This design comes from an exercise in tuning for small area on the open sky130 flow, not from production work. Only simulation tests tie the RTL to the original design; equivalence was not proved. The clock cells of runs 5 and 6 come from the design's own scripts or RTL, not from TritonCTS. The flow treats the clock pin as an ideal source. Dropping or thinning the clock tree relies on that and would not hold on a real chip. Power figures rest on the tool's default switching activity, not on a simulated workload.

==> flow/config.mk <==
export PLATFORM = sky130hd
export DESIGN_NAME = tripolar_pce
export DESIGN_NICKNAME = tripolar_pce
export VERILOG_FILES = /design/flow/design.v
export SDC_FILE = /design/flow/constraint.sdc
export NUM_CORES = 4
export LEC_CHECK = 0
export CAP_MARGIN = 20
export CORE_MARGIN = 2
export CORE_UTILIZATION = 40
export PLACE_DENSITY = 0.5
export SLEW_MARGIN = 20
==> flow/constraint.sdc <==
create_clock -name core_clock -period 18.0 [get_ports {clk}]
set_input_delay 3.6000 -clock core_clock [delete_from_list [all_inputs] [get_ports {clk}]]
set_output_delay 3.6000 -clock core_clock [all_outputs]
set_load 0.01 [all_outputs]
==> flow/flow/cts_args <==
-sink_clustering_enable -repair_clock_nets -dont_use_dummy_load -buf_list sky130_fd_sc_hd__clkbuf_4
==> flow/standard.sh <==
#!/bin/bash
# synth_recipe.tcl (not shown) runs the flow's synth.tcl, then flattens the netlist and writes it again
# the make line also repeats each setting of config.mk as NAME=value (left out here)
make -C /OpenROAD-flow-scripts/flow DESIGN_CONFIG=/design/flow/config.mk WORK_HOME=/design/flow/orfs CLKGATE_MAP_FILE= SYNTH_SCRIPT=/design/flow/synth_recipe.tcl "${@:-finish}"
==> flow/flow/run.sh <==
#!/bin/bash
# Layout flow: the standard ORFS flow (standard.sh), with these changes in
# how the layout is made:
#  * Yosys's ABC step maps the logic with an area-oriented script
#    (flow/abc_area.script) instead of the delay-oriented one; the registers
#    are mapped before ABC runs, so they are the standard synthesis's;
#  * CTS takes the arguments in flow/cts_args (no dummy loads, small buffers);
#  * the port buffers are the cell named in flow/port_buffer.
# make's full output goes to flow_make.log here; each ORFS step also keeps its
# own log under orfs/logs.
set -euo pipefail
W=$(pwd)
mkdir -p "$W/scripts_local"
cp -r "$FLOW_HOME/scripts/." "$W/scripts_local/"
cp "$W/flow/abc_area.script" "$W/scripts_local/abc_speed.script"
export SCRIPTS_DIR="$W/scripts_local"
if [[ -f "$W/flow/cts_args" ]]; then
  CTS_ARGS=$(cat "$W/flow/cts_args")
  export CTS_ARGS
fi
if [[ -f "$W/flow/port_buffer" ]]; then
  BUFFER_PORTS_ARGS="-buffer_cell $(cat "$W/flow/port_buffer")"
  export BUFFER_PORTS_ARGS
fi
bash "$W/standard.sh" > "$W/flow_make.log" 2>&1
==> flow/flow/port_buffer <==
sky130_fd_sc_hd__buf_1
==> flow/design.v <==
module tripolar_pce #(
    parameter FULL_SCALE      = 1000,
    parameter CYCLE_LENGTH    = 8000,
    parameter DEAD_TIME       = 32,
    parameter MIN_TIMER_DELTA = 64,
    parameter INIT_DELAY      = 8000
) (
    input  wire        clk,
    input  wire        rst,         
    input  wire        op_valid,
    input  wire [2:0]  op_code,
    input  wire [1:0]  op_ch,
    input  wire [15:0] op_val,
    output wire        op_ready,
    output wire [5:0]  fet,         
    output wire        busy
);
    reg [9:0]  da, db, dc;       
    reg [9:0]  pa, pb, pc;       
    reg [9:0]  aa, ab, ac;       
    reg        idle;             
    reg        pend;
    reg        upd;
    reg        enabled;
    reg        wt;               
    reg [2:0]  cur;              
    reg [15:0] p;                
    assign busy = pend;
    function automatic lt10(input [9:0] x, input [9:0] y);
        integer i;
        begin
            lt10 = 1'b0;
            for (i = 0; i < 10; i = i + 1)
                lt10 = (~x[i] & y[i]) | ((~x[i] | y[i]) & lt10);
        end
    endfunction
    wire c_ab = lt10(ab, aa);    
    wire c_ac = lt10(ac, aa);
    wire c_bc = lt10(ac, ab);
    wire a1 = c_ab | c_ac,   a2 = c_ab & c_ac;
    wire b1 = ~c_ab | c_bc,  b2 = ~c_ab & c_bc;
    wire c1 = ~c_ac | ~c_bc, c2 = ~c_ac & ~c_bc;
    wire [1:0] r  = cur[2:1];
    wire cu1 = (cur == 3'd1);
    wire ge3 = (cur >= 3'd3), ge5 = (cur >= 3'd5), ge7 = (cur == 3'd7);
    wire r1  = (r == 2'd1), r2 = (r == 2'd2);
    assign fet[0] = cu1 | r1 & a1 | r2 & a2;
    assign fet[1] = ge7 | ge5 & ~a2 | ge3 & ~a1;
    assign fet[2] = cu1 | r1 & b1 | r2 & b2;
    assign fet[3] = ge7 | ge5 & ~b2 | ge3 & ~b1;
    assign fet[4] = cu1 | r1 & c1 | r2 & c2;
    assign fet[5] = ge7 | ge5 & ~c2 | ge3 & ~c1;
    wire        tall = idle | (r == 2'd3);       
    wire sa = ~tall & ((r == 2'd0) ? ~a1 : r1 ? a1 & ~a2 : a2);
    wire sb = ~tall & ((r == 2'd0) ? ~b1 : r1 ? b1 & ~b2 : b2);
    wire sc = ~tall & ((r == 2'd0) ? ~c1 : r1 ? c1 & ~c2 : c2);
    wire [9:0]  ks   = ({10{sa}} & aa) | ({10{sb}} & ab) | ({10{sc}} & ac);
    wire        ke   = &ks[9:5];                  
    wire [10:0] tc   = {ks[9:6], ks[5] & ~ke, ks[4:0] | {5{ke}}, ke} | ({11{tall}} & {10'd996, 1'b0});
    reg  [15:0] pcy;
    integer ci;
    always @* begin
        pcy[0] = 1'b1;
        for (ci = 1; ci < 16; ci = ci + 1) pcy[ci] = pcy[ci-1] & p[ci-1];
    end
    wire [15:0] pn  = p ^ pcy;
    wire [10:0] pcm = {pn[12:3], pn[0]};
    wire [10:0] ntc = ~tc;
    reg  [10:0] sm;
    reg  [11:0] scy;
    integer di;
    always @* begin
        scy[0] = 1'b0;
        for (di = 0; di < 11; di = di + 1) begin
            sm[di]    = ntc[di] ^ pcm[di] ^ scy[di];
            scy[di+1] = (ntc[di] & pcm[di]) | (ntc[di] & scy[di]) | (pcm[di] & scy[di]);
        end
    end
    wire        neg = scy[11];                   
    wire        dz  = ~neg & (&sm);              
    wire        eqt = dz & (pn[15:13] == 3'd0) & (pn[2] == pn[0]) & (pn[1] == pn[0]);
    wire        chn = neg | dz;                  
    wire        urg = neg | (&sm[10:4]);
    wire        eql = (p[4:0] == {p[15], p[14], 2'b11, p[13]});
    wire evw    = ~idle & ~cur[0];               
    wire fire_a = evw ? eql : (eqt & (wt | enabled));
    wire chain  = fire_a & evw & chn;            
    wire alloff = fire_a & (tall & ~evw | chain & (cur == 3'd6));
    wire swap   = alloff & pend;
    wire pend_b = pend & ~swap;
    wire lowin  = fire_a & ~alloff & (cur[0] | chain);    
    wire oddin  = fire_a & evw & ~chain;                  
    wire [2:0] cur_b  = ~fire_a ? cur :
                        alloff  ? 3'd0 :
                        cur + {chain, ~chain};
    wire       wait_b = ~fire_a ? wt :
                        alloff  ? (~idle | pend) :
                        oddin   ? urg : 1'b1;
    assign op_ready = ~wait_b;
    wire host   = op_valid & ~wait_b;
    wire op_set = host & (op_code == 3'd0);
    wire op_upd = host & (op_code == 3'd1);
    wire op_tck = host & (op_code == 3'd2);
    wire op_ena = host & (op_code == 3'd3);
    wire op_ini = host & (op_code == 3'd4);
    wire build  = (op_upd | op_tck & upd) & ~pend_b;
    wire       vsat = (|op_val[15:10]) | (&op_val[9:5]);
    wire [9:0] sval = {op_val[9:5] | {5{vsat}}, op_val[4:0] & {5{~vsat}}};
    wire       clr  = rst | op_ini;
    wire [9:0] dval = sval & {10{~clr}};
    wire       we_a = clr | op_set & (op_ch == 2'd0);
    wire       we_b = clr | op_set & (op_ch == 2'd1);
    wire       we_c = clr | op_set & (op_ch == 2'd2);
    always @(posedge clk) begin
        if (clr) begin
            upd     <= 1'b0;
            idle    <= 1'b1;
            pend    <= 1'b0;
            enabled <= 1'b0;
            wt      <= 1'b0;
            cur     <= 3'd0;
            p       <= 16'hffe0;
        end else begin
            if (alloff)     p <= 16'hffe0;
            else if (lowin) p <= {p[4], p[3], p[0], pn[12:0]};
            else if (oddin) p <= {3'b000, pn[12:0]};
            else            p <= pn;
            cur  <= cur_b;
            wt   <= wait_b;
            idle <= idle & ~swap;
            pend <= pend_b | build;
            upd  <= ~build & (upd | op_upd);
            if (op_ena) enabled <= op_val[0];
        end
        if (we_a) da <= dval;
        if (we_b) db <= dval;
        if (we_c) dc <= dval;
        if (swap) begin
            aa <= pa;
            ab <= pb;
            ac <= pc;
        end
        if (build) begin
            pa <= da;
            pb <= db;
            pc <= dc;
        end
    end
endmodule
==> flow/flow/abc_area.script <==
&get -n
&st
&syn2
&dch -f
&nf -a -R 1000
&put
topo
dnsize
==> results of run 1 <==
through the flow:
stage / cell area [um^2] / setup slack [ns] / total power (uW)
after floorplan: 5001 / 3.773 / 305.0
after global placement: 5373 / 2.843 / 312.2
after detailed placement: 5373 / 2.648 / 312.7
after CTS: 5500 / 2.033 / 431.3
after global routing: 5500 / 1.226 / 444.4
final: 5500 / 2.087 / 423.2
registers in the layout (all words and copies together) (netlist names), 10 cells and up:
signal  cells
da         10
ac         10
db         10
pc         10
aa         10
p          16
ab         10
pa         10
pb         10
dc         10
Yosys cell counts (6+ instances only):
cell type  instances
edfxtp_1          90
ha_1              18
or3_1              8
dfxtp_1           24
o21ai_0           16
maj3_1            22
fa_1              10
a22oi_1            6
clkinv_1          30
nand2_1           39
a21oi_1           23
nor2_1            35
and2_0            11
layout by cell type (no fill, tap or decap), drive strengths merged, types with 2 or more instances in the layout:
| master | count |
|---|---|
| nand3 | 5 |
| clkinv | 30 |
| nor2 | 35 |
| maj3 | 22 |
| a21oi | 23 |
| fa | 10 |
| nor3 | 4 |
| nor4 | 3 |
| and2 | 11 |
| a22oi | 6 |
| dfxtp | 24 |
| nand4 | 5 |
| clkbuf | 17 |
| o21a | 2 |
| o21ai | 16 |
| o221ai | 2 |
| o311ai | 2 |
| a211oi | 2 |
| o31ai | 2 |
| buf | 36 |
| xor2 | 5 |
| nand2 | 39 |
| edfxtp | 90 |
| a221o | 5 |
| or3 | 8 |
| ha | 18 |
| nand2b | 2 |
| nor2b | 4 |
worst min path at each step:
stage | startpoint | to | slack, ns | cells past startpoint
6_report | pa[1]$_DFFE_PP_ | aa[1]$_DFFE_PP_ | 0.41 | 0
5_1_grt | pb[2]$_DFFE_PP_ | ab[2]$_DFFE_PP_ | 0.43 | 0
4_1_cts | pc[3]$_DFFE_PP_ | ac[3]$_DFFE_PP_ | 0.41 | 0
3_5_place_dp | pb[6]$_DFFE_PP_ | ab[6]$_DFFE_PP_ | 0.40 | 0
3_3_place_gp | pa[0]$_DFFE_PP_ | aa[0]$_DFFE_PP_ | 0.40 | 0
2_1_floorplan | pa[0]$_DFFE_PP_ | aa[0]$_DFFE_PP_ | 0.40 | 0
logic make-up after synthesis:
family / count (synthesis) / synth area share, %
and+or+nand+nor: 120 / 11.23
DFF: 114 / 63.65
adders and majority gates: 50 / 12.91
xor gates and xnor gates: 6 / 1.051
muxes: 1 / 0.2002
AOI/OAI and AO/OA: 68 / 8.707
buffers and inverters: 30 / 2.252
layer usage:
layer	vias to the layer above	share of wire (%)
li1	1544	-
met3	9	3.0
met2	43	51
met5	-	0
met1	1404	45
met4	0	1.1
critical path: cells and delay by family, from the launching register on:
family,cells,cell delay (ns)
AO/OA/AOI/OAI,5,1.44
adder cells (fa/ha/maj),20,7.23
buffers and inverters,3,0.45
flip-flops,1,0.42
multiplexers,1,0.35
AND/OR/NAND/NOR,9,1.92
power by group through the flow:
stage               Clock, uW  Sequential, uW  Combinational (uW)
finish                    117             292                14.1
global placement            0             298                14.3
CTS                       125             292                14.6
global route              135             293                16.3
floorplan                   0             298                7.44
detailed placement          0             298                14.5
layout make-up:
class                      count  area [um^2]  area share, %
sequential                   114         3183          57.87
multi-input combinational    245         1713          31.14
tap                          168        210.2          3.822
timing repair buffer          36        153.9          2.798
clock buffer                  17        127.6          2.320
inverter                      30        112.6          2.047
==> impl_metrics.csv, run 1 <==
group,metric,value,unit
drt,totalWireLength,9.172,mm
critical_path,crit_end,"op_ready",
synth,syn-num-nets,441,
critical_path,reg2reg_from,"ac[0]$_DFFE_PP_",
drt,vias_per_cell,4.918,
drt,drtIter0Drc,152,
synth,synth-main-ff-cell,"edfxtp_1",
grt,grt_use_met3,5.649,%
cells_and_area,syn2layout_area_growth,9.983,%
cts,cts-root-buf,"clkbuf_4",
floorplanning,row_count,40,
synth,synth_cells,389,
synth,synth_seq_cells,114,
grt,use_met2,26.82,%
pwr,intPower,337.8,uW
grt,grt_max_degree,32,
drt,drt-wirelength-per-cell,15.04,um
pwr,ir_worst_vdd,41.54,uV
cts,cts_hold_buf,0,
drt,ant_nets,0,
cts,cts_buffer_depth,2,
critical_path,critPathKind,"reg -> out",
critical_path,reg2reg_depth,42,
grt,use_met1,18.88,%
critical_path,setup.worst_path.start_class,"flip-flop",
critical_path,crit_fanout,10,
cts,cts.sinks,114,
critical_path,crit_start,"ac[0]$_DFFE_PP_",
drt,num_vias,3000,
min_path,min_path_type,"reg -> reg",
grt,grt_pass1_wl,15.37,mm
sta,max-slew-margin-rel,40.23,%
pwr,power.share.clock,27.7,%
sta,min_period,15.91,ns
critical_path,endpoint_kind,"output port",
cts,post_cts_buffers,0,
synth,netlist_area,0.005001,mm^2
critical_path,r2r_end,"dc[3]$_DFFE_PP_",
critical_path,crit_top_cell,"fa_1",
sta,fmax,62.84,MHz
cells_and_area,fin_cells,610,
pwr,p_sw_share,20.18,%
critical_path,crit_required,14.40,ns
floorplanning,start_util,41.29,%
floorplanning,ios,32,
floorplanning,chipWidth,115.8,um
placement,io_buffers,31,
pwr,p_comb_share,3.3,%
sta,totalNegativeSetupSlack,0,ns
cells_and_area,diodes,0,
cells_and_area,drive_gt1_share,5.430,%
synth,avgSynthCellArea,12.86,um^2
critical_path,rrSetupSlack,4.61,ns
synth,ys_warn_count,1,
sta,worst_hold_slack,0.4107,ns
sta,setup_violations,0,
synth,async_reset_ff_share,0,%
pwr,powerDensity,76.94,mW/mm^2
sta,period_share,88.41,%
cts,cts.clk_slew.worst_paths,0.07,ns
floorplanning,dieArea,0.01341,mm^2
sta,rsz0062_at_grt,"no",
critical_path,cp_slowest_cell,"a21oi_1",
floorplanning,die_y,115.8,um
run,cap_violations,0,
sta,slew_violations,0,
synth,synth_edf_count,90,
critical_path,arrival,12.31,ns
synth,synth_top_area_share,54.04,%
cts,tritoncts,"built",
cts,post_cts_resize_count,0,
synth,synth_cell_type_count,40,
grt,grt_pass1_vias,3075,
cells_and_area,n_fill_cell,1135,
pwr,power_frac_seq,69.0,%
placement,placed_cells,593,
status,status,"timing/DRC/antenna clean",
cells_and_area,post-route-util,45.41,%
cells_and_area,nNetsFinal,496,
drt,drc_errors,0,
floorplanning,core_area,0.01211,mm^2
synth,synth_top_cell_by_area,"edfxtp_1",
sta,hold_violations,0,
placement,gp_congestion,0.8255,
grt,grt_busiest_layer,"met2",
pwr,power_leakage,0.001820,uW
cts,numCtsBuffers,17,
synth,ys_seq_area_share,63.65,%
pwr,switchingPower,85.41,uW
cts,worstSkewPairLatency,0.50,ns
grt,overflow,0,
cts,htree_levels,4,
grt,grt_usage,15.86,%
critical_path,cp_slowest_stage_delay,0.69,ns
sta,worst_pin_slew,0.8965,ns
placement,hpwl,6.853,mm
sta,clock_skew,0.03493,ns
grt,antenna_found_initial,0,
synth,synth_area_leaders,"edfxtp_1, dfxtp_1, ha_1",
drt,drt_pre_antenna_iters,4,
==> inputs of run 2 (changes only) <==
--- a/flow/config.mk
+++ b/flow/config.mk
@@ -5,8 +5,9 @@
 export SDC_FILE = /design/flow/constraint.sdc
 export NUM_CORES = 4
 export LEC_CHECK = 0
-export CAP_MARGIN = 20
+export CAP_MARGIN = 0
 export CORE_MARGIN = 2
 export CORE_UTILIZATION = 40
+export GPL_TIMING_DRIVEN = 0
 export PLACE_DENSITY = 0.5
-export SLEW_MARGIN = 20
+export SLEW_MARGIN = 0
==> run 2 against run 1 <==
Against the previous run: still clean on timing, DRC and antenna; worst hold slack got worse by 0.0095 ns; worst setup slack got worse by 0.50 ns; count of clock-buffer cells in the layout stayed put; non-clock buffer count is 2 lower; flip-flop and latch count is the same; combinational power about the same; final cell count stayed put; first-iteration DRC count fell by 2.0%; sequential share of layout area shrank 0.16 points; register-to-register slack worse by 0.35 ns; largest power group unchanged.
==> impl_metrics.csv, run 2 <==
group,metric,value,unit
critical_path,crit_fanout,10,
synth,synthAdderAreaFrac,12.91,%
critical_path,setup.worst_path.start_class,"flip-flop",
synth,synth_most_common_cell,"edfxtp_1",
critical_path,crit_top_cell,"fa_1",
drt,drt-wirelength-per-cell,14.58,um
critical_path,reg2reg_depth,40,
synth,yosys.area_share.simple,11.23,%
cells_and_area,nNetsFinal,494,
synth,synth-main-ff-cell,"edfxtp_1",
cts,cts_buffer_depth,2,
pwr,switchingPower,84.90,uW
drt,ant_nets,0,
pwr,p_comb_share,3.3,%
cells_and_area,drive_gt1_share,5.000,%
floorplanning,row_count,40,
cells_and_area,regMostFlops,"p",
drt,totalWireLength,8.896,mm
sta,totalNegativeSetupSlack,0,ns
pwr,intPower,337.5,uW
synth,synth.mux.area_fraction,0.2002,%
critical_path,rrSetupSlack,4.26,ns
sta,hold_violations,0,
min_path,min_to,"ab[0]$_DFFE_PP_",
grt,grt_pass1_vias,3018,
sta,period_share,91.16,%
placement,hpwl,6.675,mm
sta,clock_skew,0.03903,ns
cts,post_cts_buffers,0,
synth,synthXorXnorAreaFrac,1.051,%
cells_and_area,post-route-util,45.54,%
min_path,min_path_type,"reg -> reg",
floorplanning,chipWidth,115.8,um
drt,drt_pre_antenna_iters,4,
floorplanning,start_util,41.29,%
cts,post_cts_resize_count,0,
sta,max-slew-margin-rel,32.74,%
cells_and_area,largest_reg_flops,16,
critical_path,endpoint_kind,"output port",
synth,synth_top_family_by_area,"adder cells",
synth,synth_cells,389,
pwr,p_sw_share,20.10,%
critical_path,critPathTopFamily,"adder cells",
pwr,power.share.clock,27.6,%
synth,ys_seq_area_share,63.65,%
synth,synth_area_leaders,"edfxtp_1, dfxtp_1, ha_1",
cts,htree_levels,4,
drt,drtIter0Drc,149,
sta,slew_violations,0,
floorplanning,core_area,0.01211,mm^2
drt,drc_errors,0,
cells_and_area,syn2layout_area_growth,10.28,%
cells_and_area,n_fill_cell,1168,
critical_path,cp_slowest_cell,"a21oi_1",
cts,worstSkewPairLatency,0.51,ns
floorplanning,dieArea,0.01341,mm^2
status,status,"timing/DRC/antenna clean",
synth,synth_seq_cells,114,
critical_path,crit_required,14.40,ns
synth,synth_compound_area_share,8.707,%
cts,cts.clk_slew.worst_paths,0.08,ns
pwr,power_frac_seq,69.2,%
synth,netlist_area,0.005001,mm^2
cells_and_area,layout_commonest_cell,"edfxtp_1",
critical_path,arrival,12.81,ns
cts,cts_hold_buf,0,
critical_path,critPathKind,"reg -> out",
cts,cts.sinks,114,
synth,ys_warn_count,1,
sta,rsz0062_at_grt,"no",
floorplanning,die_y,115.8,um
sta,worst_pin_slew,1.009,ns
grt,antenna_found_initial,1,
placement,gp_congestion,0.8237,
cts,cts-root-buf,"clkbuf_4",
pwr,power_leakage,0.001816,uW
synth,synth_commonest_cells,"edfxtp_1, nand2_1, nor2_1, clkinv_1, dfxtp_1",
synth,synth_cell_type_count,40,
cells_and_area,mostFrequentLayoutCells,"edfxtp_1, nand2_1, nor2_1",
cts,tritoncts,"built",
critical_path,cp_slowest_stage_delay,0.80,ns
synth,synth_edf_count,90,
pwr,powerDensity,76.59,mW/mm^2
synth,avgSynthCellArea,12.86,um^2
synth,async_reset_ff_share,0,%
critical_path,critPathBufInv,3,
synth,synth_top_cell_by_area,"edfxtp_1",
synth,syn-num-nets,441,
critical_path,reg2reg_from,"ac[0]$_DFFE_PP_",
cts,numCtsBuffers,17,
critical_path,r2r_end,"dc[0]$_DFFE_PP_",
sta,min_period,16.41,ns
placement,io_buffers,31,
pwr,finalPower,422.4,uW
grt,grt_pass1_wl,14.74,mm
grt,grt_max_degree,31,
drt,num_vias,2994,
min_path,hold_start,"pb[0]$_DFFE_PP_",
run,cap_violations,0,
pwr,ir_worst_vdd,45.48,uV
sta,setup_violations,0,
grt,overflow,0,
floorplanning,ios,32,
drt,vias_per_cell,4.908,
grt,grt_usage,15.30,%
sta,fmax,60.94,MHz
min_path,hold_depth,0,
synth,synth_top_area_share,54.04,%
==> run 2: cells by family after synthesis <==
logic type	count (synthesis)
compound gates	68
xor+xnor	6
fa+ha+maj	50
buf+inv	30
flops	114
mux	1
simple gates	120
==> run 2: worst max path at each step <==
stage          cells past startpoint            start       end  slack, ns
4_1_cts                           38  ac[0]$_DFFE_PP_  op_ready       1.44
3_5_place_dp                      38  ac[0]$_DFFE_PP_  op_ready       2.05
3_3_place_gp                      38  ac[0]$_DFFE_PP_  op_ready       2.10
6_report                          38  ac[0]$_DFFE_PP_  op_ready       1.59
5_1_grt                           38  ac[0]$_DFFE_PP_  op_ready       0.74
2_1_floorplan                     37  ac[0]$_DFFE_PP_  op_ready       3.77
==> run 2: per-stage QoR <==
step	hold slack (ns)	instances	instance area, um^2	setup WS, ns
after floorplan	0.4003	389	5001	3.773
after global routing	0.4100	610	5515	0.7448
after detailed placement	0.4045	591	5383	2.048
final	0.4013	610	5515	1.591
after global placement	0.4021	588	5328	2.100
after CTS	0.4036	608	5510	1.444
==> run 2: worst reg2reg max path: cells and delay by family (launching register included) <==
family / cells / cell delay, ns
flip-flops: 1 / 0.43
AO/OA/AOI/OAI: 4 / 1.91
buffers and inverters: 2 / 0.28
multiplexers: 1 / 0.35
AND/OR/NAND/NOR: 13 / 3.06
adder cells (fa/ha/maj): 20 / 7.47
==> run 2: layer usage <==
layer,share of wire (%),track usage [%],up-vias,wire (um)
met4,1.3,6.667,0,116
met3,4.9,4.864,9,436
met1,44,18.82,1396,3896
met5,0,0,-,0
met2,50,24.95,57,4447
li1,-,-,1532,-
==> run 2: final cells by class <==
| cell class | count | area (um^2) | share of cell area [%] |
|---|---|---|---|
| diodes | 2 | 5.005 | 0.09074 |
| clock buffers | 17 | 127.6 | 2.314 |
| inverters | 30 | 112.6 | 2.042 |
| multi-input cells | 245 | 1718 | 31.15 |
| flip-flops and latches | 114 | 3183 | 57.71 |
| well taps | 168 | 210.2 | 3.811 |
| repair buffers | 34 | 158.9 | 2.881 |
==> run 2: power by group through the flow <==
stage               Combinational (uW)  Clock [uW]  Sequential [uW]
floorplan                         7.44           0              298
global placement                  13.1           0              298
detailed placement                14.1           0              298
CTS                               14.2         125              292
global route                      15.7         136              293
finish                            13.8         116              292
==> inputs of run 3 (changes only) <==
--- a/flow/config.mk
+++ b/flow/config.mk
@@ -7,7 +7,7 @@
 export LEC_CHECK = 0
 export CAP_MARGIN = 0
 export CORE_MARGIN = 2
-export CORE_UTILIZATION = 40
+export CORE_UTILIZATION = 35
 export GPL_TIMING_DRIVEN = 0
-export PLACE_DENSITY = 0.5
+export PLACE_DENSITY = 0.6
 export SLEW_MARGIN = 0
==> run 3 against run 2 <==
Against the previous run: largest cell class unchanged; still clean on timing, DRC and antenna; final area increased by 0.36%; sequential power hardly changed; critical path depth stayed put; worst setup slack worse by 0.0099 ns; highest routed layer unchanged; largest power group unchanged; routed wire length down 1.4%; clock power barely moved.
==> impl_metrics.csv, run 3 <==
group,metric,value,unit
placement,gp_congestion,0.7957,
grt,grt_usage,12.95,%
synth,synth_commonest_cells,"edfxtp_1, nand2_1, nor2_1, clkinv_1, dfxtp_1",
synth,synth_top_area_share,54.04,%
synth,ys_seq_area_share,63.65,%
critical_path,cp_slowest_cell,"a21oi_1",
floorplanning,ios,32,
synth,synth_most_common_cell,"edfxtp_1",
grt,grt_pass1_wl,14.59,mm
synth,yosys.area_share.simple,11.23,%
synth,ys_warn_count,1,
critical_path,crit_end,"op_ready",
sta,setup_violations,0,
critical_path,crit_start,"ac[0]$_DFFE_PP_",
floorplanning,row_count,43,
pwr,power_leakage,0.001823,uW
critical_path,arrival,12.82,ns
synth,synthAdderAreaFrac,12.91,%
synth,synth.mux.area_fraction,0.2002,%
cts,numCtsBuffers,17,
run,cap_violations,0,
cts,cts_buffer_depth,2,
drt,drt_pre_antenna_iters,4,
cts,htree_levels,4,
min_path,min_path_type,"reg -> reg",
grt,overflow,0,
cts,cts.clk_slew.worst_paths,0.08,ns
sta,fmax,60.90,MHz
pwr,powerDensity,76.20,mW/mm^2
cts,tritoncts,"built",
synth,synthXorXnorAreaFrac,1.051,%
placement,io_buffers,31,
floorplanning,core_area,0.01393,mm^2
cts,cts.sinks,114,
sta,hold_violations,0,
grt,grt_pass1_vias,3065,
drt,ant_nets,0,
cells_and_area,regMostFlops,"p",
critical_path,crit_required,14.40,ns
status,status,"timing/DRC/antenna clean",
sta,worst_pin_slew,1.021,ns
synth,synth_cells,389,
min_path,hold_start,"pa[0]$_DFFE_PP_",
cells_and_area,layout_commonest_cell,"edfxtp_1",
synth,async_reset_ff_share,0,%
pwr,finalPower,421.8,uW
sta,max-slew-margin-rel,31.94,%
synth,synth_seq_cells,114,
sta,period_share,91.22,%
grt,antenna_found_initial,0,
drt,drc_errors,0,
synth,synth_cell_type_count,40,
cells_and_area,syn2layout_area_growth,10.68,%
drt,totalWireLength,8.775,mm
sta,totalNegativeSetupSlack,0,ns
cells_and_area,drive_gt1_share,5.215,%
sta,slew_violations,0,
cells_and_area,nNetsFinal,495,
drt,wl_met3,234,um
drt,drt-met1-wl,3.769,mm
floorplanning,chipWidth,123.5,um
synth,avgSynthCellArea,12.86,um^2
synth,synth_compound_area_share,8.707,%
synth,synth_area_leaders,"edfxtp_1, dfxtp_1, ha_1",
cts,post_cts_resize_count,0,
cells_and_area,largest_reg_flops,16,
critical_path,reg2reg_depth,42,
cts,cts_hold_buf,0,
synth,synth_top_family_by_area,"adder cells",
floorplanning,die_y,123.5,um
critical_path,critPathKind,"reg -> out",
sta,min_period,16.42,ns
drt,met2WireLength,4.716,mm
placement,hpwl,6.624,mm
drt,topRoutingLayerUsed,"met4",
drt,drtIter0Drc,189,
sta,rsz0062_at_grt,"no",
grt,grt_max_degree,25,
pwr,ir_worst_vdd,48.34,uV
critical_path,setup.worst_path.start_class,"flip-flop",
cts,cts-root-buf,"clkbuf_4",
floorplanning,start_util,35.89,%
drt,num_vias,3076,
critical_path,endpoint_kind,"output port",
critical_path,r2r_end,"pb[7]$_DFFE_PP_",
sta,clock_skew,0.03519,ns
critical_path,rrSetupSlack,4.27,ns
critical_path,crit_top_cell,"fa_1",
cells_and_area,diodes,0,
synth,syn-num-nets,441,
synth,synth-main-ff-cell,"edfxtp_1",
cts,worstSkewPairLatency,0.49,ns
critical_path,reg2reg_from,"ac[0]$_DFFE_PP_",
cells_and_area,mostFrequentLayoutCells,"edfxtp_1, nand2_1, nor2_1",
cts,post_cts_buffers,0,
synth,synth_top_cell_by_area,"edfxtp_1",
floorplanning,dieArea,0.01526,mm^2
critical_path,crit_fanout,10,
drt,drt-wirelength-per-cell,14.13,um
critical_path,cp_slowest_stage_delay,0.80,ns
synth,netlist_area,0.005001,mm^2
drt,vias_per_cell,4.953,
synth,synth_edf_count,90,
-- run 3: cell types whose count changed in the layout (fill, tap and decap cells not counted) --
cell	previous run	this run
buf_8	0	1
diode_2	2	0
nor2_2	0	1
nor2_4	1	0
-- run 3: cells by family (layout without fill, tap and decap cells) --
family / Yosys count / in the layout
xor gates and xnor gates: 6 / 6
buffers and inverters: 30 / 82
muxes: 1 / 1
and+or+nand+nor: 120 / 120
AOI/OAI and AO/OA: 68 / 68
adders and majority gates: 50 / 50
DFF: 114 / 114
-- run 3: layout make-up --
class	count	area [um^2]
flip-flops and latches	114	3183
clock buffers	17	127.6
well taps	180	225.2
inverters	30	112.6
repair buffers	35	173.9
fillers	1316	8399
multi-input cells	245	1713
-- run 3: critical path: cells and delay by family, from the launching register on --
kind	cells	cell delay, ns
DFF	1	0.43
adders and majority gates	20	7.43
and+or+nand+nor	9	2.06
buffers and inverters	3	0.49
muxes	1	0.35
AOI/OAI and AO/OA	5	1.58
-- run 3: how the worst min path moves through the flow --
stage	slack (ns)	cells past startpoint	end
2_1_floorplan	0.40	0	aa[0]$_DFFE_PP_
3_3_place_gp	0.40	0	ac[0]$_DFFE_PP_
3_5_place_dp	0.40	0	ab[1]$_DFFE_PP_
4_1_cts	0.40	0	aa[0]$_DFFE_PP_
5_1_grt	0.40	0	aa[0]$_DFFE_PP_
6_report	0.40	0	aa[0]$_DFFE_PP_
-- run 3: power by group --
group	internal [uW]	switching, uW
Sequential	290	2.01
Combinational	4.57	9.48
Clock	43.1	72.5
Total	338	84.0
-- run 3: metal layers --
metal,GRT usage [%],vias up
li1,-,1537
met1,15.06,1500
met4,5.114,0
met5,0,-
met3,3.644,4
met2,22.53,35
-- run 3: through the flow --
step	util, %	setup slack, ns	cells	hold slack [ns]	instance area, um^2
floorplan	-	3.773	389	0.4003	5001
global placement	38.34	2.304	600	0.4038	5343
detailed placement	38.81	2.165	604	0.4045	5408
CTS	39.72	1.550	621	0.3996	5535
global route	39.72	0.8833	621	0.4037	5535
finish	39.72	1.581	621	0.4039	5535
==> inputs of run 4 (changes only) <==
--- a/flow/config.mk
+++ b/flow/config.mk
@@ -8,6 +8,5 @@
 export CAP_MARGIN = 0
 export CORE_MARGIN = 2
 export CORE_UTILIZATION = 35
-export GPL_TIMING_DRIVEN = 0
 export PLACE_DENSITY = 0.6
 export SLEW_MARGIN = 0
==> run 4 against run 3 <==
Against the previous run: still clean; synthesized cell count is the same; flip-flop and latch count unchanged; clock skew fell by 0.0053 ns; die area is the same; worst setup slack improved by 0.44 ns; sequential power barely moved; critical path type unchanged; largest cell class unchanged; highest routed layer unchanged.
==> impl_metrics.csv, run 4 <==
group,metric,value,unit
status,status,"timing/DRC/antenna clean",
synth,synth_top_area_share,54.04,%
drt,num_vias,3078,
cells_and_area,diodes,0,
synth,avgSynthCellArea,12.86,um^2
grt,antenna_found_initial,0,
floorplanning,die_y,123.5,um
min_path,min_path_type,"reg -> reg",
synth,synth_top_cell_by_area,"edfxtp_1",
pwr,power.share.clock,28.4,%
cells_and_area,layout_commonest_cell,"edfxtp_1",
placement,gp_congestion,0.8695,
sta,max-slew-margin-rel,41.69,%
synth,syn-num-nets,441,
pwr,power_leakage,0.001814,uW
pwr,powerDensity,77.69,mW/mm^2
cells_and_area,multi_input_area,0.001708,mm^2
cts,cts-root-buf,"clkbuf_4",
pwr,intPower,337.6,uW
pwr,ir_worst_vdd,49.67,uV
run,cap_violations,0,
critical_path,arrival,12.38,ns
synth,synth_cells,389,
floorplanning,row_count,43,
cts,numCtsBuffers,17,
cells_and_area,n_fill_cell,1298,
cts,cts.clk_slew.worst_paths,0.10,ns
cells_and_area,regMostFlops,"p",
sta,clock_skew,0.02994,ns
synth,async_reset_ff_share,0,%
sta,fmax,62.59,MHz
sta,rsz0062_at_grt,"no",
cells_and_area,fin_cells,621,
floorplanning,chipWidth,123.5,um
synth,ys_warn_count,1,
drt,totalWireLength,9.353,mm
critical_path,crit_top_cell,"fa_1",
pwr,power_frac_seq,68.4,%
placement,io_buffers,31,
floorplanning,core_area,0.01393,mm^2
cts,worstSkewPairLatency,0.51,ns
sta,min_period,15.98,ns
cells_and_area,largest_reg_flops,16,
pwr,p_comb_share,3.3,%
pwr,switchingPower,89.97,uW
sta,hold_violations,0,
grt,grt_pass1_wl,15.58,mm
synth,synth_seq_cells,114,
critical_path,endpoint_kind,"output port",
cts,cts_buffer_depth,2,
cells_and_area,mostFrequentLayoutCells,"edfxtp_1, nand2_1, nor2_1",
placement,placed_cells,604,
sta,slew_violations,0,
sta,totalNegativeSetupSlack,0,ns
grt,overflow,0,
floorplanning,dieArea,0.01526,mm^2
synth,synth_area_leaders,"edfxtp_1, dfxtp_1, ha_1",
cells_and_area,syn2layout_area_growth,10.03,%
synth,synth_edf_count,90,
cells_and_area,register_area,0.003183,mm^2
drt,drtIter0Drc,197,
cts,cts.sinks,114,
cells_and_area,nNetsFinal,495,
critical_path,setup.worst_path.start_class,"flip-flop",
grt,grt_usage,13.76,%
grt,grt_max_degree,32,
sta,setup_violations,0,
sta,worst_pin_slew,0.8666,ns
drt,drt-wirelength-per-cell,15.06,um
drt,drc_errors,0,
floorplanning,start_util,35.89,%
cts,post_cts_buffers,0,
floorplanning,ios,32,
drt,vias_per_cell,4.957,
cts,tritoncts,"built",
synth,synth_most_common_cell,"edfxtp_1",
drt,drt_pre_antenna_iters,4,
drt,ant_nets,0,
placement,hpwl,6.826,mm
cells_and_area,drive_gt1_share,4.989,%
cts,post_cts_resize_count,0,
synth,netlist_area,0.005001,mm^2
cts,htree_levels,4,
grt,grt_pass1_vias,3174,
critical_path,cp_slowest_stage_delay,0.70,ns
critical_path,crit_required,14.40,ns
critical_path,critPathKind,"reg -> out",
cts,cts_hold_buf,0,
pwr,finalPower,427.5,uW
synth,synth_commonest_cells,"edfxtp_1, nand2_1, nor2_1, clkinv_1, dfxtp_1",
synth,ys_seq_area_share,63.65,%
synth,synth_cell_type_count,40,
critical_path,cp_slowest_cell,"a21oi_1",
critical_path,crit_fanout,10,
synth,synth-main-ff-cell,"edfxtp_1",
sta,period_share,88.76,%
pwr,p_sw_share,21.04,%
==> run 4: cell types whose count changed in the layout (fill, tap and decap cells not counted) <==
cell,delta
o31ai_2,-1
o21ai_1,-1
buf_16,-1
buf_4,+2
o21ai_0,+1
o31ai_1,+1
buf_8,-1
==> run 4: cells by family after synthesis <==
kind of cell	Yosys count	synth area share (%)
compound gates	68	8.707
fa+ha+maj	50	12.91
flops	114	63.65
simple gates	120	11.23
buf+inv	30	2.252
xor+xnor	6	1.051
mux	1	0.2002
==> run 4: area by class of cell <==
type / instances / area share [%]
Clock buffer: 17 / 2.319
Inverter: 30 / 2.046
Multi-Input combinational cell: 245 / 31.04
Sequential cell: 114 / 57.84
Tap cell: 180 / 4.093
Timing Repair Buffer: 35 / 2.660
==> run 4: layer usage <==
| layer | global-route usage (%) | share of wire, % | vias up |
|---|---|---|---|
| met3 | 4.613 | 4.1 | 16 |
| li1 | - | - | 1538 |
| met5 | 0 | 0 | - |
| met1 | 17.33 | 46 | 1453 |
| met2 | 21.57 | 49 | 71 |
| met4 | 6.037 | 1.5 | 0 |
==> run 4: power by group through the flow <==
| stage | combinational (uW) | sequential (uW) | clock [uW] |
|---|---|---|---|
| after detailed placement | 14.2 | 298 | 0 |
| final | 14.0 | 292 | 121 |
| after global routing | 16.2 | 293 | 137 |
| after floorplan | 7.44 | 298 | 0 |
| after global placement | 13.4 | 298 | 0 |
| after CTS | 14.3 | 292 | 126 |
==> run 4: metrics by stage <==
stage | setup WS (ns) | utilization, % | hold slack (ns) | cell area, um^2
after floorplan | 3.773 | - | 0.4003 | 5001
after global placement | 2.902 | 38.57 | 0.4030 | 5375
after detailed placement | 2.624 | 38.57 | 0.4045 | 5375
after CTS | 2.054 | 39.49 | 0.4015 | 5503
after global routing | 1.115 | 39.49 | 0.4161 | 5503
final | 2.022 | 39.49 | 0.4026 | 5503
==> run 4: final timing paths <==
kind                            slack, ns  cells past startpoint            start         endpoint
worst max-delay path                 2.02                     38  ac[0]$_DFFE_PP_         op_ready
worst min-delay path                 0.40                      0  pc[4]$_DFFE_PP_  ac[4]$_DFFE_PP_
worst min register to register       0.40                      0  pc[4]$_DFFE_PP_  ac[4]$_DFFE_PP_
worst max register to register       4.81                     40  ac[0]$_DFFE_PP_  dc[3]$_DFFE_PP_
==> run 4: worst max-delay path: cells and delay by family, from the launching register on <==
| kind | cells | cell delay, ns |
|---|---|---|
| adder cells (fa/ha/maj) | 20 | 7.29 |
| AND/OR/NAND/NOR | 9 | 1.94 |
| AO/OA/AOI/OAI | 5 | 1.46 |
| buffers and inverters | 3 | 0.43 |
| flip-flops | 1 | 0.42 |
| multiplexers | 1 | 0.35 |
==> inputs of run 5 (changes only) <==
==> flow/flow/run.sh (replaced) <==
#!/bin/bash
# Layout flow: the standard ORFS flow (standard.sh), with these changes in
# how the layout is made:
#  * Yosys's ABC step maps the logic with an area-oriented script
#    (flow/abc_area.script) instead of the delay-oriented one; the registers
#    are mapped before ABC runs, so they are the standard synthesis's;
#  * the clock tree is built by flow/mcts.tcl in place of TritonCTS: the clock
#    port drives one root buffer, which drives one leaf buffer per balanced
#    group of registers (MCTS_LEVELS halvings of the register area);
#  * the port buffers are the cell named in flow/port_buffer.
# make's full output goes to flow_make.log here; each ORFS step also keeps its
# own log under orfs/logs.
set -euo pipefail
W=$(pwd)
mkdir -p "$W/scripts_local"
cp -r "$FLOW_HOME/scripts/." "$W/scripts_local/"
cp "$W/flow/abc_area.script" "$W/scripts_local/abc_speed.script"
sed -i 's|^log_cmd clock_tree_synthesis {\*}\$cts_args$|source $::env(MCTS_TCL)\nmanual_cts|' "$W/scripts_local/cts.tcl"
grep -q '^manual_cts$' "$W/scripts_local/cts.tcl"
export SCRIPTS_DIR="$W/scripts_local"
export MCTS_TCL="$W/flow/mcts.tcl"
export MCTS_ROOT=sky130_fd_sc_hd__clkbuf_4
export MCTS_LEAF=sky130_fd_sc_hd__clkbuf_16
export MCTS_LEVELS=2
if [[ -f "$W/flow/port_buffer" ]]; then
  BUFFER_PORTS_ARGS="-buffer_cell $(cat "$W/flow/port_buffer")"
  export BUFFER_PORTS_ARGS
fi
bash "$W/standard.sh" > "$W/flow_make.log" 2>&1
==> flow/flow/mcts.tcl (new file) <==
# Manual clock tree: the clock port drives one root buffer, which drives one
# leaf buffer per group of registers; the groups split the registers' area
# into balanced halves, alternately by x and by y, MCTS_LEVELS times.
proc mcts_split {items level} {
  # items: list of {iterm x y}; returns list of groups
  if {$level == 0 || [llength $items] < 2} { return [list $items] }
  set axis [expr {$level % 2 == 0 ? 1 : 2}]
  set s [lsort -real -index $axis $items]
  set h [expr {[llength $s] / 2}]
  return [concat [mcts_split [lrange $s 0 [expr {$h - 1}]] [expr {$level - 1}]] \
                 [mcts_split [lrange $s $h end] [expr {$level - 1}]]]
}
proc manual_cts {} {
  set block [ord::get_db_block]
  set db [ord::get_db]
  set leafm [$db findMaster $::env(MCTS_LEAF)]
  set rootm [$db findMaster $::env(MCTS_ROOT)]
  set clkport [$block findBTerm clk]
  set clknet [$clkport getNet]
  set items {}
  foreach it [$clknet getITerms] {
    set bb [[$it getInst] getBBox]
    lappend items [list $it [expr {([$bb xMin] + [$bb xMax]) / 2}] [expr {([$bb yMin] + [$bb yMax]) / 2}]]
  }
  set groups [mcts_split $items $::env(MCTS_LEVELS)]
  set rootnet [odb::dbNet_create $block "clk_root"]
  $rootnet setSigType CLOCK
  set root [odb::dbInst_create $block $rootm "clk_root_buf"]
  [$root findITerm A] connect $clknet
  [$root findITerm X] connect $rootnet
  set n 0; set rx 0; set ry 0
  foreach g $groups {
    set net [odb::dbNet_create $block "clk_leaf_$n"]
    $net setSigType CLOCK
    set buf [odb::dbInst_create $block $leafm "clk_leaf_buf_$n"]
    set sx 0; set sy 0
    foreach item $g {
      set it [lindex $item 0]
      $it disconnect
      $it connect $net
      incr sx [lindex $item 1]; incr sy [lindex $item 2]
    }
    set cx [expr {$sx / [llength $g]}]; set cy [expr {$sy / [llength $g]}]
    [$buf findITerm A] connect $rootnet
    [$buf findITerm X] connect $net
    $buf setLocation $cx $cy
    $buf setPlacementStatus PLACED
    incr rx $cx; incr ry $cy; incr n
    puts "manual_cts: leaf $n drives [llength $g] registers at $cx $cy"
  }
  $root setLocation [expr {$rx / $n}] [expr {$ry / $n}]
  $root setPlacementStatus PLACED
  $clknet setSigType CLOCK
}
removed: flow/flow/cts_args
==> run 5 against run 4 <==
Against the previous run: clock power down 6%; synthesized cell count unchanged; combinational power about the same; routed wire length down 1.1%; sequential share of layout area up 0.21 points; via count down 1.7%; fmax up 0.25%.
==> impl_metrics.csv, run 5 <==
group,metric,value,unit
drt,drt_pre_antenna_iters,4,
floorplanning,chipWidth,123.5,um
synth,netlist_area,0.005001,mm^2
floorplanning,row_count,43,
sta,max-slew-margin-rel,38.30,%
floorplanning,dieArea,0.01526,mm^2
critical_path,crit_required,14.40,ns
grt,grt_max_degree,32,
status,status,"timing/DRC/antenna clean",
sta,worst_pin_slew,0.9170,ns
sta,slew_violations,0,
grt,grt_pass1_vias,3053,
sta,hold_violations,0,
synth,synth_cells,389,
cells_and_area,layout_commonest_cell,"edfxtp_1",
placement,io_buffers,31,
sta,totalNegativeSetupSlack,0,ns
floorplanning,start_util,35.89,%
floorplanning,ios,32,
critical_path,critPathKind,"reg -> out",
drt,drtIter0Drc,166,
synth,avgSynthCellArea,12.86,um^2
sta,clock_skew,0.01932,ns
synth,synth_most_common_cell,"edfxtp_1",
drt,ant_nets,0,
cts,cts.clk_slew.worst_paths,0.11,ns
cts,post_cts_resize_count,0,
sta,period_share,88.55,%
sta,fmax,62.74,MHz
grt,antenna_found_initial,0,
sta,rsz0062_at_grt,"no",
synth,synth_area_leaders,"edfxtp_1, dfxtp_1, ha_1",
cells_and_area,nNetsFinal,483,
cells_and_area,diodes,0,
run,cap_violations,0,
drt,vias_per_cell,4.969,
pwr,powerDensity,76.65,mW/mm^2
sta,setup_violations,0,
synth,syn-num-nets,441,
synth,synth-main-ff-cell,"edfxtp_1",
synth,synth_edf_count,90,
synth,synth_seq_cells,114,
synth,ys_warn_count,1,
floorplanning,die_y,123.5,um
cells_and_area,regMostFlops,"p",
cells_and_area,drive_gt1_share,2.331,%
synth,synth_top_cell_by_area,"edfxtp_1",
grt,overflow,0,
synth,synth_top_area_share,54.04,%
critical_path,crit_fanout,10,
cts,worstSkewPairLatency,0.44,ns
synth,ys_seq_area_share,63.65,%
critical_path,arrival,12.34,ns
cells_and_area,mostFrequentLayoutCells,"edfxtp_1, nand2_1, nor2_1",
min_path,min_path_type,"reg -> reg",
cells_and_area,n_fill_cell,1292,
drt,drt-wirelength-per-cell,15.19,um
critical_path,endpoint_kind,"output port",
drt,totalWireLength,9.249,mm
critical_path,setup.worst_path.start_class,"flip-flop",
critical_path,crit_top_cell,"fa_1",
synth,async_reset_ff_share,0,%
floorplanning,core_area,0.01393,mm^2
placement,hpwl,6.826,mm
cells_and_area,largest_reg_flops,16,
grt,grt_pass1_wl,15.25,mm
sta,worst_hold_slack,0.4114,ns
pwr,power_leakage,0.001790,uW
critical_path,cp_slowest_stage_delay,0.68,ns
synth,synth_commonest_cells,"edfxtp_1, nand2_1, nor2_1, clkinv_1, dfxtp_1",
placement,gp_congestion,0.8695,
sta,min_period,15.94,ns
critical_path,critPathBufInv,3,
critical_path,critPathTopFamily,"adder cells",
grt,grt_usage,12.47,%
synth,synth_cell_type_count,40,
cts,cts_hold_buf,0,
critical_path,cp_slowest_cell,"a21oi_1",
drt,drc_errors,0,
pwr,ir_worst_vdd,56.66,uV
drt,num_vias,3026,
cells_and_area,syn2layout_area_growth,9.632,%
cts,post_cts_buffers,0,
[run 5: cell counts after synthesis]
Identical to the previous run, type by type.
[run 5: metrics by stage]
stage / instance area (um^2) / setup slack [ns] / power, uW / util [%] / std cells
floorplan: 5001 / 3.773 / 305.0 / - / 389
global placement: 5375 / 2.902 / 311.3 / 38.57 / 604
detailed placement: 5375 / 2.624 / 312.6 / 38.57 / 604
CTS: 5483 / 2.612 / 399.1 / 39.35 / 609
global route: 5483 / 1.199 / 436.3 / 39.35 / 609
finish: 5483 / 2.062 / 420.2 / 39.35 / 609
[run 5: kinds of logic (layout without fill, tap and decap cells)]
kind of cell / count (synthesis) / after routing / synth area share [%]
AOI/OAI and AO/OA: 68 / 68 / 8.707
adders and majority gates: 50 / 50 / 12.91
and+or+nand+nor: 120 / 120 / 11.23
DFF: 114 / 114 / 63.65
muxes: 1 / 1 / 0.2002
xor gates and xnor gates: 6 / 6 / 1.051
buffers and inverters: 30 / 70 / 2.252
[run 5: layer usage]
| metal | share of wire, % | vias up | wire length [um] | GRT usage, % |
|---|---|---|---|---|
| li1 | - | 1512 | - | - |
| met1 | 46 | 1453 | 4264 | 17.00 |
| met2 | 50 | 50 | 4581 | 22.05 |
| met3 | 3.2 | 11 | 300 | 1.061 |
| met4 | 1.1 | 0 | 103 | 2.060 |
| met5 | 0 | - | 0 | 0 |
[run 5: final timing paths]
path / from / depth (start not counted) / endpoint / slack [ns]
worst max register to register: ac[0]$_DFFE_PP_ / 40 / da[4]$_DFFE_PP_ / 4.78
worst min register to register: pb[8]$_DFFE_PP_ / 0 / ab[8]$_DFFE_PP_ / 0.41
worst min-delay path: pb[8]$_DFFE_PP_ / 0 / ab[8]$_DFFE_PP_ / 0.41
worst max-delay path: ac[0]$_DFFE_PP_ / 38 / op_ready / 2.06
[run 5: cell type report]
type	count	area (um^2)	area share (%)
Sequential cell	114	3183	58.06
Multi-Input combinational cell	245	1708	31.15
Tap cell	180	225.2	4.108
Timing Repair Buffer	35	146.4	2.670
Inverter	30	112.6	2.054
Buffer	5	107.6	1.963
[run 5: power breakdown]
group	switching, uW	internal, uW
registers	2.20	290
logic	9.61	4.44
clock network	71.2	42.7
==> inputs of run 6 (changes only) <==
--- a/flow/flow/run.sh
+++ b/flow/flow/run.sh
@@ -2,7 +2,8 @@
 # Layout flow: the standard ORFS flow (standard.sh), with these changes in
 # how the layout is made:
 #  * Yosys's ABC step maps the logic with an area-oriented script
-#    (flow/abc_area.script) instead of the delay-oriented one; the registers
+#    (flow/abc_area.script: a 30-second &deepsyn search, then area mapping)
+#    instead of the delay-oriented one; the registers
 #    are mapped before ABC runs, so they are the standard synthesis's;
 #  * the clock tree is built by flow/mcts.tcl in place of TritonCTS: the clock
 #    port drives one root buffer, which drives one leaf buffer per balanced
==> flow/flow/abc_area.script (replaced) <==
&get -n
&st
&deepsyn -T 30
&dch -f
&nf -a -R 1000
&put
topo
dnsize
==> run 6 against run 5 <==
Against the previous run: combinational power fell by 6%; flip-flop and latch count did not move; global-route usage fell by 1.5 points.
==> impl_metrics.csv, run 6 <==
group,metric,value,unit
placement,hpwl,6.198,mm
pwr,power.share.clock,26.5,%
sta,totalNegativeSetupSlack,0,ns
cts,post_cts_buffers,0,
grt,grt_usage,10.95,%
drt,num_vias,2956,
critical_path,cp_slowest_stage_delay,0.46,ns
sta,slew_violations,0,
floorplanning,start_util,35.67,%
floorplanning,ios,32,
pwr,power_leakage,0.001801,uW
cells_and_area,largest_reg_flops,16,
sta,period_share,78.92,%
floorplanning,die_y,122.7,um
critical_path,critPathBufInv,2,
cells_and_area,mostFrequentLayoutCells,"edfxtp_1, a21oi_1, clkinv_1",
critical_path,crit_required,14.40,ns
drt,drt-wirelength-per-cell,13.17,um
critical_path,cp_slowest_cell,"maj3_1",
cts,cts_hold_buf,0,
synth,syn-num-nets,433,
synth,synth_top_area_share,54.79,%
pwr,power_frac_seq,70.3,%
pwr,ir_worst_vdd,56.59,uV
cells_and_area,register_area,0.003183,mm^2
synth,synth-main-ff-cell,"edfxtp_1",
sta,worst_pin_slew,0.9120,ns
cells_and_area,multi_input_area,0.001628,mm^2
sta,max-slew-margin-rel,38.56,%
pwr,p_comb_share,3.2,%
grt,grt_pass1_wl,13.62,mm
critical_path,crit_top_cell,"fa_1",
floorplanning,chipWidth,122.7,um
floorplanning,dieArea,0.01506,mm^2
synth,synth_edf_count,90,
critical_path,arrival,10.61,ns
cells_and_area,layout_commonest_cell,"edfxtp_1",
sta,hold_violations,0,
min_path,min_path_type,"reg -> reg",
pwr,powerDensity,76.91,mW/mm^2
grt,grt_pass1_vias,2772,
cells_and_area,drive_gt1_share,2.375,%
critical_path,critPathKind,"reg -> out",
grt,antenna_found_initial,0,
drt,drt_pre_antenna_iters,4,
floorplanning,core_area,0.01383,mm^2
grt,grt_max_degree,32,
synth,ys_warn_count,1,
synth,synth_most_common_cell,"edfxtp_1",
floorplanning,row_count,43,
sta,setup_violations,0,
synth,synth_top_cell_by_area,"edfxtp_1",
placement,gp_congestion,0.8596,
drt,ant_nets,0,
pwr,switchingPower,78.62,uW
placement,io_buffers,31,
status,status,"timing/DRC/antenna clean",
drt,totalWireLength,7.917,mm
cells_and_area,n_fill_cell,1299,
synth,async_reset_ff_share,0,%
cells_and_area,diodes,0,
run,cap_violations,0,
cts,cts.clk_slew.worst_paths,0.11,ns
cts,post_cts_resize_count,0,
sta,clock_skew,0.01943,ns
sta,timing.final.ws_setup,3.794,ns
cells_and_area,nNetsFinal,475,
critical_path,setup.worst_path.start_class,"flip-flop",
drt,drtIter0Drc,175,
cts,worstSkewPairLatency,0.44,ns
placement,pre_cts_ws,4.316,ns
synth,synth_cells,381,
sta,worst_hold_slack,0.4077,ns
sta,min_period,14.21,ns
synth,synth_cell_type_count,37,
synth,ys_seq_area_share,64.54,%
synth,avgSynthCellArea,12.95,um^2
cells_and_area,regMostFlops,"p",
sta,rsz0062_at_grt,"no",
synth,synth_seq_cells,114,
sta,fmax,70.39,MHz
pwr,intPower,337.8,uW
synth,synth_commonest_cells,"edfxtp_1, a21oi_1, clkinv_1, nand2_1, nor2_1",
synth,synth_area_leaders,"edfxtp_1, dfxtp_1, ha_1",
critical_path,crit_fanout,10,
critical_path,critPathTopFamily,"adder cells",
pwr,p_sw_share,18.88,%
drt,vias_per_cell,4.918,
drt,drc_errors,0,
synth,netlist_area,0.004932,mm^2
critical_path,endpoint_kind,"output port",
grt,overflow,0,
cells_and_area,syn2layout_area_growth,9.767,%
[run 6: cell count changes after synthesis, sizes merged, moves of 9 or more]
cell	before	now
nor2	35	26
a21oi	23	40
maj3	22	10
o22ai	1	14
nand2	39	29
[run 6: layer usage]
layer	track usage, %	part of all wire (%)
met1	15.66	46
met2	18.68	48
met3	0.9758	4.8
met4	1.365	1.1
met5	0	0
[run 6: worst reg2reg max path: cells and delay by family, from the launching register on]
kind                       cells  cell delay, ns
DFF                            1            0.42
buffers and inverters          2            0.40
and+or+nand+nor               13            2.43
AOI/OAI and AO/OA             10            1.48
adders and majority gates     16            6.12
xor gates and xnor gates       1            0.27
[run 6: final cells by class]
| class | count | area share (%) |
|---|---|---|
| plain buffers | 5 | 1.988 |
| inverters | 33 | 2.288 |
| multi-input cells | 234 | 30.07 |
| flip-flops and latches | 114 | 58.79 |
| well taps | 180 | 4.160 |
| repair buffers | 35 | 2.704 |
[run 6: cells by family (layout without fill, tap and decap cells)]
group | after synthesis | count (layout) | share of synthesized area [%]
flops | 114 | 114 | 64.54
simple gates | 98 | 98 | 9.716
compound gates | 89 | 89 | 10.98
fa+ha+maj | 38 | 38 | 10.65
buf+inv | 33 | 73 | 2.511
xor+xnor | 9 | 9 | 1.598
[run 6: path summary, 6_finish.rpt]
check / end / depth (start not counted) / start / slack (ns)
setup / recovery: op_ready / 39 / ab[0]$_DFFE_PP_ / 3.79
hold / removal: aa[0]$_DFFE_PP_ / 0 / pa[0]$_DFFE_PP_ / 0.41
setup reg to reg: pc[6]$_DFFE_PP_ / 42 / ab[0]$_DFFE_PP_ / 6.51
hold reg to reg: aa[0]$_DFFE_PP_ / 0 / pa[0]$_DFFE_PP_ / 0.41
[run 6: power groups by stage]
stage,logic (uW),registers [uW],clock network (uW)
global route,15.4,294,125
finish,13.3,293,110
CTS,13.5,299,86.4
global placement,13.0,299,0
detailed placement,13.5,299,0
floorplan,7.68,298,0
[run 6: metrics by stage]
| step | instance area (um^2) | util (%) | power (uW) | cells |
|---|---|---|---|---|
| 3_3_place_gp | 5306 | 38.38 | 311.8 | 596 |
| 5_1_grt | 5414 | 39.15 | 433.6 | 601 |
| 3_5_place_dp | 5306 | 38.38 | 312.4 | 596 |
| 4_1_cts | 5414 | 39.15 | 398.9 | 601 |
| 6_report | 5414 | 39.15 | 416.4 | 601 |
| 2_1_floorplan | 4932 | - | 305.8 | 381 |

-- static timing again, ports no longer ideal --
Ports are ideal in the flow. The routed layouts listed here were re-timed in OpenROAD. Step 1 (the two cells are an assumption about what drives the block):
set clk [get_ports {clk}]
set_driving_cell -lib_cell sky130_fd_sc_hd__clkbuf_16 $clk
set_driving_cell -lib_cell sky130_fd_sc_hd__buf_2 [delete_from_list [all_inputs] $clk]
Step 2 moves the port delays by t, midway between the first and last clock arrival at a register: inputs arrive t later, outputs are due t later. That takes back most of the time a late clock gives input paths. a / b / c = ideal ports / drivers / drivers and shift; a / b = the first two.
run	t (ns)	setup WS [ns]	hold slack, ns
run 1	0.522	2.087 / 2.052 / 2.573	0.411 / 0.411 / 0.411
run 2	0.528	1.591 / 1.558 / 2.086	0.401 / 0.401 / 0.401
run 3	0.502	1.581 / 1.548 / 2.050	0.404 / 0.404 / 0.404
run 4	0.529	2.022 / 1.992 / 2.521	0.403 / 0.403 / 0.403
run 5	0.457	2.062 / 2.035 / 2.492	0.411 / 0.411 / 0.411
run 6	0.452	3.794 / 3.769 / 4.221	0.408 / 0.408 / 0.408
After both steps setup and hold are still met in every run listed.
